This design comes from an exercise in tuning for small area, a short achievable clock period and few clock cycles per item on the open sky130 flow, not from production work.
RTL that was checked went through simulation tests only; none was proved equivalent to the original.
Power is estimated from default activity; no workload was simulated.

rev 12:
## bidc_decoder
module bidc_decoder (
    input  wire         clk,
    input  wire         rst,
    input  wire         in_valid,
    output wire         in_ready,
    input  wire [7:0]   in_len,
    input  wire [119:0] in_hex,
    output reg          out_valid,
    input  wire         out_ready,
    output wire [2:0]   out_status,
    output wire [11:0]  out_einfo,
    output wire [9:0]   out_cc,
    output wire [3:0]   out_tag,
    output wire [29:0]  out_mmsi,
    output wire [55:0]  out_text,
    output wire [2:0]   out_text_len,
    output wire [7:0]   out_sbn_char,
    output wire [44:0]  out_data,
    output wire [19:0]  out_serial,
    output wire [23:0]  out_addr,
    output wire [9:0]   out_cert,
    output wire [3:0]   out_btype,
    output wire [5:0]   out_num,
    output wire [1:0]   out_aux,
    output wire         out_has_cert,
    output wire         out_has_mmsi,
    output wire [1:0]   out_layout,
    output wire [11:0]  out_tac,
    output wire [11:0]  out_nrls
);
Size: about 2500 cells after synthesis, ~63 flip-flops, roughly 400 I/O pins, ~0.017 mm2 of cells after synthesis.
export LEC_CHECK = 0
export CAP_MARGIN = 20
export CORE_MARGIN = 2
export CORE_UTILIZATION = 30
export SETUP_SLACK_MARGIN = 5
export SLEW_MARGIN = 20
create_clock -name core_clock -period 15.0 [get_ports {clk}]
run.sh (not shown) runs the stock make flow with config.mk's settings and CLKGATE_MAP_FILE= SYNTH_SCRIPT=/design/flow/synth_recipe.tcl, a recipe that flattens the netlist after the stock synthesis.
Rev 12 completed end to end with timing, DRC and antenna clean.
### rev 12 -> rev 13
Settings: SETUP_SLACK_MARGIN removed (was 5).
Findings:
Per the comparison of rev 13 with rev 12, largest stage delay on the critical path increased 0.15 ns, net switching component of the power decreased about 0.9%.
Area: rev 13 vs rev 12 -> rev 13 smaller
Taking rev 12 as the reference, in rev 13 final setup slack of the worst path lower; via count of the first global-routing pass now sits at about the same level.
No run of this note included a check of the RTL's function; only the layout flow was run.


== the baseline ==
bidc_decoder, a different RTL version from the one above (not shown whole).
For scale: ~2,700 cells after synthesis, about 110 flip-flops, about 400 I/O pins, about 19,000 um2 of cells after synthesis.
==> flow/config.mk <==
export PLATFORM = sky130hd
export DESIGN_NAME = bidc_decoder
export DESIGN_NICKNAME = bidc_decoder
export VERILOG_FILES = /design/flow/design.v
export SDC_FILE = /design/flow/constraint.sdc
export NUM_CORES = 4
export LEC_CHECK = 0
export CAP_MARGIN = 20
export CORE_MARGIN = 2
export CORE_UTILIZATION = 30
export SLEW_MARGIN = 20
==> flow/constraint.sdc <==
create_clock -name core_clock -period 15.0 [get_ports {clk}]
set_input_delay 3.0000 -clock core_clock [delete_from_list [all_inputs] [get_ports {clk}]]
set_output_delay 3.0000 -clock core_clock [all_outputs]
set_load 0.01 [all_outputs]
standard.sh (not shown) runs the stock make flow with config.mk's settings and CLKGATE_MAP_FILE= SYNTH_SCRIPT=/design/flow/synth_recipe.tcl, a recipe that flattens the netlist after the stock synthesis.
==> flow/flow/run.sh <==
#!/bin/bash
# Own layout flow: the standard flow (standard synthesis and ORFS steps) with
#  - port buffers of the plain buf_1 cell instead of the delay cell ORFS picks, and
#  - timing repair aiming at a setup slack of SETUP_SLACK_MARGIN ns.
# Each tool's full output goes to the ORFS logs under orfs/logs; make's own output
# goes to standard.log here.
set -euo pipefail
MARGIN=$(cat flow/margin.txt 2>/dev/null || echo 8)
bash standard.sh \
  "BUFFER_PORTS_ARGS=-buffer_cell sky130_fd_sc_hd__buf_1" \
  "SETUP_SLACK_MARGIN=$MARGIN" \
  finish > standard.log 2>&1
==> flow/flow/margin.txt <==
7.5
The baseline: flow completed, timing, DRC and antenna clean
Testbench counts of the baseline, summed over its fixed seeds: cycles 16,008, items 16,000.
> inputs changed (the baseline -> the candidate)
Settings: CAP_MARGIN now 5, was 20; SLEW_MARGIN now 5, was 20.
==> flow/flow/margin.txt <==
8
==> comparison <==
Sum of routed wire length over all layers, the candidate and the baseline: higher on the candidate
Compared the candidate against the baseline; wire length of the first global-routing pass within noise.
Sort the candidate and the baseline by worst setup timing slack at the placement stage desc -> top: the candidate

--- another note on this design; it stands on its own ---

## the previous run
// bidc_decoder
module bidc_decoder (
    input  wire         clk,
    input  wire         rst,
    input  wire         in_valid,
    output wire         in_ready,
    input  wire [7:0]   in_len,
    input  wire [119:0] in_hex,
    output reg          out_valid,
    input  wire         out_ready,
    output wire [2:0]   out_status,
    output wire [11:0]  out_einfo,
    output wire [9:0]   out_cc,
    output wire [3:0]   out_tag,
    output wire [29:0]  out_mmsi,
    output wire [55:0]  out_text,
    output wire [2:0]   out_text_len,
    output wire [7:0]   out_sbn_char,
    output wire [44:0]  out_data,
    output wire [19:0]  out_serial,
    output wire [23:0]  out_addr,
    output wire [9:0]   out_cert,
    output wire [3:0]   out_btype,
    output wire [5:0]   out_num,
    output wire [1:0]   out_aux,
    output wire         out_has_cert,
    output wire         out_has_mmsi,
    output wire [1:0]   out_layout,
    output wire [11:0]  out_tac,
    output wire [11:0]  out_nrls
);
Size: ~2700 cells after synthesis, about 110 flip-flops, ~400 I/O pins, ~0.019 sq mm of cells after synthesis.
==> flow/config.mk <==
export PLATFORM = sky130hd
export DESIGN_NAME = bidc_decoder
export DESIGN_NICKNAME = bidc_decoder
export VERILOG_FILES = /design/flow/design.v
export SDC_FILE = /design/flow/constraint.sdc
export NUM_CORES = 4
export LEC_CHECK = 0
export CAP_MARGIN = 20
export CORE_MARGIN = 2
export CORE_UTILIZATION = 30
export SLEW_MARGIN = 20
==> flow/constraint.sdc <==
create_clock -name core_clock -period 15.0 [get_ports {clk}]
set_input_delay 3.0000 -clock core_clock [delete_from_list [all_inputs] [get_ports {clk}]]
set_output_delay 3.0000 -clock core_clock [all_outputs]
set_load 0.01 [all_outputs]
standard.sh (not shown) runs the stock make flow with config.mk's settings and CLKGATE_MAP_FILE= SYNTH_SCRIPT=/design/flow/synth_recipe.tcl, a recipe that flattens the netlist after the stock synthesis.
==> flow/flow/run.sh <==
#!/bin/bash
# Own layout flow: the standard flow (standard synthesis and ORFS steps) with
#  - port buffers of the plain buf_1 cell instead of the delay cell ORFS picks, and
#  - timing repair aiming at a setup slack of SETUP_SLACK_MARGIN ns.
# Each tool's full output goes to the ORFS logs under orfs/logs; make's own output
# goes to standard.log here.
set -euo pipefail
MARGIN=$(cat flow/margin.txt 2>/dev/null || echo 8)
bash standard.sh \
  "BUFFER_PORTS_ARGS=-buffer_cell sky130_fd_sc_hd__buf_1" \
  "SETUP_SLACK_MARGIN=$MARGIN" \
  finish > standard.log 2>&1
==> flow/flow/margin.txt <==
8
Testbench counts of the previous run, summed over its fixed seeds: cycles 16,008, items 16,000.
Input-level comparison between the current run and the previous run:
==> flow/flow/margin.txt <==
8.5
Notes after the runs:
The current run against the previous run: via count of the first global-routing pass went up by 697, met3 layer wire length in the routed design saw an increase, met2 global-route usage has increased. Against the previous run, footprint of the multi-input gates in the current run rose by a few percent. A category of the critical setup timing path of flop to output port is what the current run shows, while input pin to flop belongs to the previous run. The previous run -> the current run: routed wire length increased by a few percent. From the previous run to the current run the numbers moved as follows: final setup slack of the worst path grew by 0.061 ns; layout multi-input combinational cell count has remained practically unchanged; logic depth of the worst path, buffers included now smaller; total power increased by 7.7% relative to the old numbers.

re-timing with driven ports:
In the flow no input, the clock included, has a driving cell. The finished layouts below were timed again as built, in two steps. Step 1 sets driving cells, clkbuf_16 on the clock port and buf_2 on the other inputs (assumed; they add their load-dependent delay and slew). Step 2 moves the port delays by t, midway between the first and last clock arrival at a register: inputs arrive t later, outputs are due t later. That takes back most of the time a late clock gives input paths. Three values: no drivers, after step 1, after step 2; two values: the first two.
| run | t (ns) | setup WS [ns] | worst register clock-pin slew, ns |
|---|---|---|---|
| rev 12 | 0.396 | 5.445 / 5.395 / 5.790 | 0.07 / 0.07 |
| rev 13 | 0.396 | 4.810 / 4.760 / 5.156 | 0.07 / 0.07 |
| the baseline | 0.428 | 7.669 / 7.678 / 7.272 | 0.10 / 0.10 |
| the candidate | 0.433 | 8.008 / 7.954 / 7.638 | 0.11 / 0.11 |
| the previous run | 0.432 | 8.008 / 7.974 / 7.612 | 0.10 / 0.10 |
| the current run | 0.430 | 8.069 / 8.015 / 7.679 | 0.10 / 0.10 |
After both steps every run listed still meets setup and hold. The setup slack of the baseline, which loses most, moves by +0.009 ns with the drivers and by -0.397 ns with both steps.
